Context: an optimization exercise on an open-source flow, tuned for small area, a short achievable clock period and few clock cycles per item. The choices shown serve that exercise and are no tape-out recipe.
For this run, only the layout was checked, not whether the RTL still works.

==> design.v <==
module qrow_decoder (
    input  wire         clk,
    input  wire         rst_n,
    input  wire         in_valid,
    output wire         in_ready,
    input  wire [127:0] in_bits,
    input  wire [7:0]   in_avail,
    output reg          out_valid,
    input  wire         out_ready,
    output reg          out_err,
    output reg  [6:0]   out_len,
    output reg          out_is_last,
    output reg          out_is_neighbor,
    output reg  [7:0]   out_qrow,
    output reg  [15:0]  out_hitmap,
    output reg  [63:0]  out_tot
);
    wire [127:0] w;
    genvar g;
    generate
        for (g = 0; g < 128; g = g + 1) begin : g_rev
            assign w[g] = in_bits[127 - g];
        end
    endgenerate
    wire is_last = w[0];
    wire is_nb   = w[1];
    wire [29:0] v = is_nb ? w[31:2] : w[39:10];
    function automatic [11:0] quadrow(input [13:0] b);
        reg [3:0] ps;
        reg [1:0] pm0, pm1, pk;
        reg [7:0] px;
        reg [3:0] pairs;
        integer   n, s;
        begin
            s   = 2;
            pm0 = 2'b00;
            pm1 = 2'b00;
            if (b[0]) begin
                if (!b[s]) begin pm0 = 2'b01; s = s + 1; end
                else       begin pm0 = {1'b1, b[s+1]}; s = s + 2; end
            end
            if (b[1]) begin
                if (!b[s]) begin pm1 = 2'b01; s = s + 1; end
                else       begin pm1 = {1'b1, b[s+1]}; s = s + 2; end
            end
            pairs = {pm0[1], pm0[0], pm1[1], pm1[0]};   
            px = 8'd0;
            for (n = 0; n < 4; n = n + 1) begin
                if (pairs[3 - n]) begin
                    if (!b[s]) begin pk = 2'b01; s = s + 1; end
                    else       begin pk = {1'b1, b[s+1]}; s = s + 2; end
                    px[2*n]     = pk[1];
                    px[2*n + 1] = pk[0];
                end
            end
            quadrow = {s[3:0], px};
        end
    endfunction
    wire [11:0] qr0 = quadrow(v[15:2]);
    wire [3:0]  l0  = v[0] ? qr0[11:8] : 4'd0;
    wire [7:0]  px0 = v[0] ? qr0[7:0]  : 8'd0;
    wire [13:0] b1  = v[29:2] >> l0;
    wire [11:0] qr1 = quadrow(b1);
    wire [3:0]  l1  = v[1] ? qr1[11:8] : 4'd0;
    wire [7:0]  px1 = v[1] ? qr1[7:0]  : 8'd0;
    wire [15:0] hm = {px1, px0};
    wire [4:0]  hl = 5'd2 + l0 + l1;               
    wire [5:0]  base = (is_nb ? 6'd2 : 6'd10) + hl;
    wire [63:0] t = w[103:0] >> base;
    wire [3:0] c0  = hm[0] + hm[1] + hm[2] + hm[3] + hm[4] + hm[5] + hm[6] + hm[7];
    wire [3:0] c1  = hm[8] + hm[9] + hm[10] + hm[11] + hm[12] + hm[13] + hm[14] + hm[15];
    wire [31:0] r0 = t[31:0];
    wire [31:0] r1 = t[63:0] >> {c0, 2'b00};
    wire [31:0] rr [0:1];
    assign rr[0] = r0;
    assign rr[1] = r1;
    wire [63:0] n;                   
    generate
        for (g = 0; g < 2; g = g + 1) begin : g_row
            wire [7:0]  m   = hm[8*g +: 8];
            wire [2:0]  cq  = m[0] + m[1] + m[2] + m[3];
            wire [15:0] q0  = rr[g][15:0];
            wire [15:0] q1  = rr[g][31:0] >> {cq, 2'b00};
            wire [31:0] qq  = {q1, q0};
            genvar h;
            for (h = 0; h < 2; h = h + 1) begin : g_quad
                wire [3:0]  mq = m[4*h +: 4];
                wire [1:0]  cp = mq[0] + mq[1];
                wire [15:0] s  = qq[16*h +: 16];
                wire [7:0]  p0 = s[7:0];
                wire [7:0]  p1 = s[15:0] >> {cp, 2'b00};
                wire [15:0] pp = {p1, p0};
                genvar e;
                for (e = 0; e < 2; e = e + 1) begin : g_pair
                    wire [7:0] u = pp[8*e +: 8];
                    wire       a = mq[2*e];
                    assign n[32*g + 16*h + 8*e +: 4]     = u[3:0];
                    assign n[32*g + 16*h + 8*e + 4 +: 4] = a ? u[7:4] : u[3:0];
                end
            end
        end
    endgenerate
    wire [4:0] k = c0 + c1;
    wire [6:0] len = {1'b0, base} + {k, 2'b00};
    wire       err = {1'b0, len} > in_avail;
    wire       ok  = !err;
    wire [15:0] hit = ok ? hm : 16'd0;
    wire [63:0] tot;
    generate
        for (g = 0; g < 16; g = g + 1) begin : g_tot
            assign tot[4*g + 3] = hit[g] & n[4*g + 0];
            assign tot[4*g + 2] = hit[g] & n[4*g + 1];
            assign tot[4*g + 1] = hit[g] & n[4*g + 2];
            assign tot[4*g + 0] = hit[g] & n[4*g + 3];
        end
    endgenerate
    assign in_ready = !out_valid || out_ready;
    always @(posedge clk) begin
        if (!rst_n)
            out_valid <= 1'b0;
        else
            out_valid <= in_valid || (out_valid && !out_ready);
    end
    always @(posedge clk) begin
        if (in_ready) begin
            out_err         <= err;
            out_len         <= ok ? len : 7'd0;
            out_is_last     <= ok & is_last;
            out_is_neighbor <= ok & is_nb;
            out_qrow        <= (ok & !is_nb) ? in_bits[125:118] : 8'd0;
            out_hitmap      <= hit;
            out_tot         <= tot;
        end
    end
endmodule
==> run.sh <==
#!/bin/bash
# synth_recipe.tcl (not shown) runs the flow's synth.tcl, then flattens the netlist and writes it again
# the make line also repeats each setting of config.mk as NAME=value (left out here)
make -C /OpenROAD-flow-scripts/flow DESIGN_CONFIG=/design/flow/config.mk WORK_HOME=/design/flow/orfs CLKGATE_MAP_FILE= SYNTH_SCRIPT=/design/flow/synth_recipe.tcl finish
==> config.mk <==
export PLATFORM = sky130hd
export DESIGN_NAME = qrow_decoder
export DESIGN_NICKNAME = qrow_decoder
export VERILOG_FILES = /design/flow/design.v
export SDC_FILE = /design/flow/constraint.sdc
export NUM_CORES = 4
export LEC_CHECK = 0
export CAP_MARGIN = 20
export CORE_MARGIN = 2
export CORE_UTILIZATION = 30
export PLACE_DENSITY = 0.35
export SETUP_SLACK_MARGIN = 0.3
export SLEW_MARGIN = 20
==> constraint.sdc <==
create_clock -name core_clock -period 32.0 [get_ports {clk}]
set_input_delay 6.4000 -clock core_clock [delete_from_list [all_inputs] [get_ports {clk}]]
set_output_delay 6.4000 -clock core_clock [all_outputs]
set_load 0.01 [all_outputs]
==> metrics.md <==
| Metric | Value |
|---|---|
| Status | `no timing/DRC/antenna violations` |
| Critical Path Source | `in_bits[123]` |
| I/O Buffers | `215` |
| Mean Syn Cell Area | `7.96 sq um` |
| Crit end category | `flop` |
| Synth cell types | `120` |
| RSZ-0062 raised after global routing | `no` |
| Total I/O pin count | `240` |
| Kind of critical path | `input pin to flop` |
| Die X | `277 um` |
| Via count | `23086` |
| Vert. Die Dim | `277 um` |
| Post-DP HPWL | `76.9 mm` |
| Async SR Flop Fraction | `0%` |
| Startpoint Class | `input pin` |
| Vias in the first global route | `22597` |
| Yosys warnings | `1` |
| H-tree depth | `3` |
| Worst Skew | `0.0128 ns` |
| Routability cong. | `0.882` |
| Post-synth EDFFs | `98` |
| Syn nets | `3004` |
| Reg area | `2960 sq um` |
| Setup TNS | `0 ns` |
| Total gr overflow | `0` |
| Fmax | `33.7 MHz` |
| Fill count | `7714` |
| CP Max Fanout | `68` |
| Clock tree buffer depth | `2` |
| Num CTS Buffers | `9` |
| Worst reg2reg path depth | `3` |
| Sequential fraction of the synthesis area | `13.3%` |
| FF+latch count, synth | `99` |
| Rel. slew slack | `26.6%` |
| R2R Path Start | `out_valid` |
| Routed wire length | `97.2 mm` |
| Tcrit/Tclk final | `92.9%` |
| Initial antenna violation count | `2` |
| Layout cells sized above 1 | `15.8%` |
| Layout Nets | `3105` |
| Worst EP arrival | `29.83 ns` |
| Clock Tree Root | `clkbuf_16` |
| Main synth FF type | `edfxtp_1` |
| Final hold viol count | `0` |
| Worst skew pair latency | `0.40 ns` |
| CTS tree | `built` |
| Most frequent cells in the layout | `300 x nand2_1, 300 x mux2i_1, 299 x nor2_1` |
| DIE AREA | `76500 sq um` |
| Maxcap violations | `0` |
| Clk sinks | `99` |
| Hold wc startpoint | `out_valid` |
| CP max stage delay | `0.85 ns` |
| Reg2Reg Setup Slack | `29.89 ns` |
| Tmin final | `29.71 ns` |
| WP data required | `32.11 ns` |
| Remaining DRCs | `0` |
| Ant. Diodes | `0` |
| Postcts setup bufs | `0` |
| Mapped Area | `22300 sq um` |
| Most Frequent Cell on Critical Path | `mux2i_1` |
| Multi-input gate area | `18200 sq um` |
| Worst-margin pin slew | `1.09 ns` |
| Slowest-stage cell, CP | `ha_4` |
| Core area | `73200 sq um` |
| Iteration count of the initial detailed-routing pass | `5` |
| Gr usage total | `24.7%` |
| Setup violators final | `0` |
| Synthesis-to-layout area growth | `16.4%` |
| First-pass GRT wire length | `146 mm` |
| Max-slew violation count | `0` |
| Post-route ant nets | `0` |
| Starting DRT DRC Count | `1603` |
| Hold-fix buffers, CTS | `0` |
| Largest net degree at the start of global routing | `96` |
| Worst hold stages | `2` |
| Row count | `99` |
| Initial Util | `30.4%` |
| Min-Delay Path Class | `flop to flop` |
| Via density | `5.97` |
| Synth Instances | `2799` |
| Post-CTS resize count | `0` |
| DR WL/cell | `25.2 um` |
| Clock Pin Slew Worst Setup and Hold Paths | `0.09 ns` |
## registers in the layout, summed over array words and instances, names as in the netlist
signal	cells
out_valid	1
out_err	1
out_is_neighbor	1
out_len	7
out_tot	64
out_is_last	1
out_qrow	8
out_hitmap	16
## synth_stat cells, types with 60 or more instances
library cell,number,share of area [%]
o21ai_0,279,6.3
mux2_2,116,5.9
nand2_1,300,5.1
a21oi_1,150,3.4
inv_1,76,1.3
mux2i_1,303,14
nor2_1,299,5.0
edfxtp_1,98,13
a211oi_1,60,2.0
o211ai_1,68,2.3
mux4_2,114,12
clkbuf_1,141,2.4
## worst max-delay path, delay by kind of cell
family                     cells  cell delay [ns]
buffers and inverters         10             2.66
adders and majority gates      7             3.13
and+or+nand+nor               16             3.72
muxes                         12             3.82
AOI/OAI and AO/OA             29             9.91
## cells by family (layout without fill, tap and decap cells)
logic type               Yosys count  in the layout  share of synthesized area, %
adder cells (fa/ha/maj)           66             66                          4.10
flip-flops                        99             99                          13.3
AND/OR/NAND/NOR                  879            879                          17.9
multiplexers                     546            546                          31.8
XOR/XNOR                          24             24                         0.943
buffers and inverters            318            424                          5.85
AO/OA/AOI/OAI                    867            867                          26.1
## stage by stage
step	instances	instance area [sq um]	hold WS, ns	setup WS, ns	util, %
6_report	3864	25900	1.03	2.29	35.4
5_1_grt	3864	25900	1.14	0.778	35.4
4_1_cts	3864	25900	1.10	2.53	35.4
3_5_place_dp	3848	25600	1.09	2.11	35.0
3_3_place_gp	3848	25600	1.09	2.25	35.0
2_1_floorplan	2799	22300	2.71	7.48	-
## metal layers
layer	share of wire, %	track usage (%)	vias up
li1	-	-	10887
met1	43	31.7	11425
met2	50	44.1	664
met3	3.9	2.23	110
met4	2.4	6.42	0
met5	0	0	-
## path summary, 6_finish.rpt
path / to
min: out_tot[46]
max reg2reg: out_qrow[6]
min reg2reg: out_tot[46]
max: out_tot[62]
## area by class of cell
type / count / share of cell area, %
Sequential cell: 99 / 11.4
Clock buffer: 9 / 0.868
Clock inverter: 7 / 0.289
Tap cell: 959 / 4.63
Inverter: 93 / 1.35
Timing Repair Buffer: 315 / 11.4
Multi-Input combinational cell: 2382 / 70.0

## port drivers added, routing unchanged
The flow's constraints put no driver on any port. The routed layout listed below was extracted and timed again, unchanged, in two steps.
Step 1, drivers: a clkbuf_16 drives clk and a buf_2 each remaining input, both assumed.
Step 2 times the ports against the registers' clock, not the clock port: input delays grow and output delays shrink by t, the midpoint of the rising clock arrivals with the driver on.
Slacks: ideal ports / drivers / drivers and shift; pairs: ideal ports / drivers.
shift t [ns]: 0.461
setup slack, ns: 2.286 / 2.330 / 1.869
hold WS [ns]: 1.027 / 1.027 / 1.027
worst setup path at the end: input to register
latest minus earliest clock arrival (ns): 0.016 / 0.015
After both steps setup and hold are still met in this run. For this run, drivers alone change the setup slack by +0.044 ns; drivers and shift together by -0.417 ns.
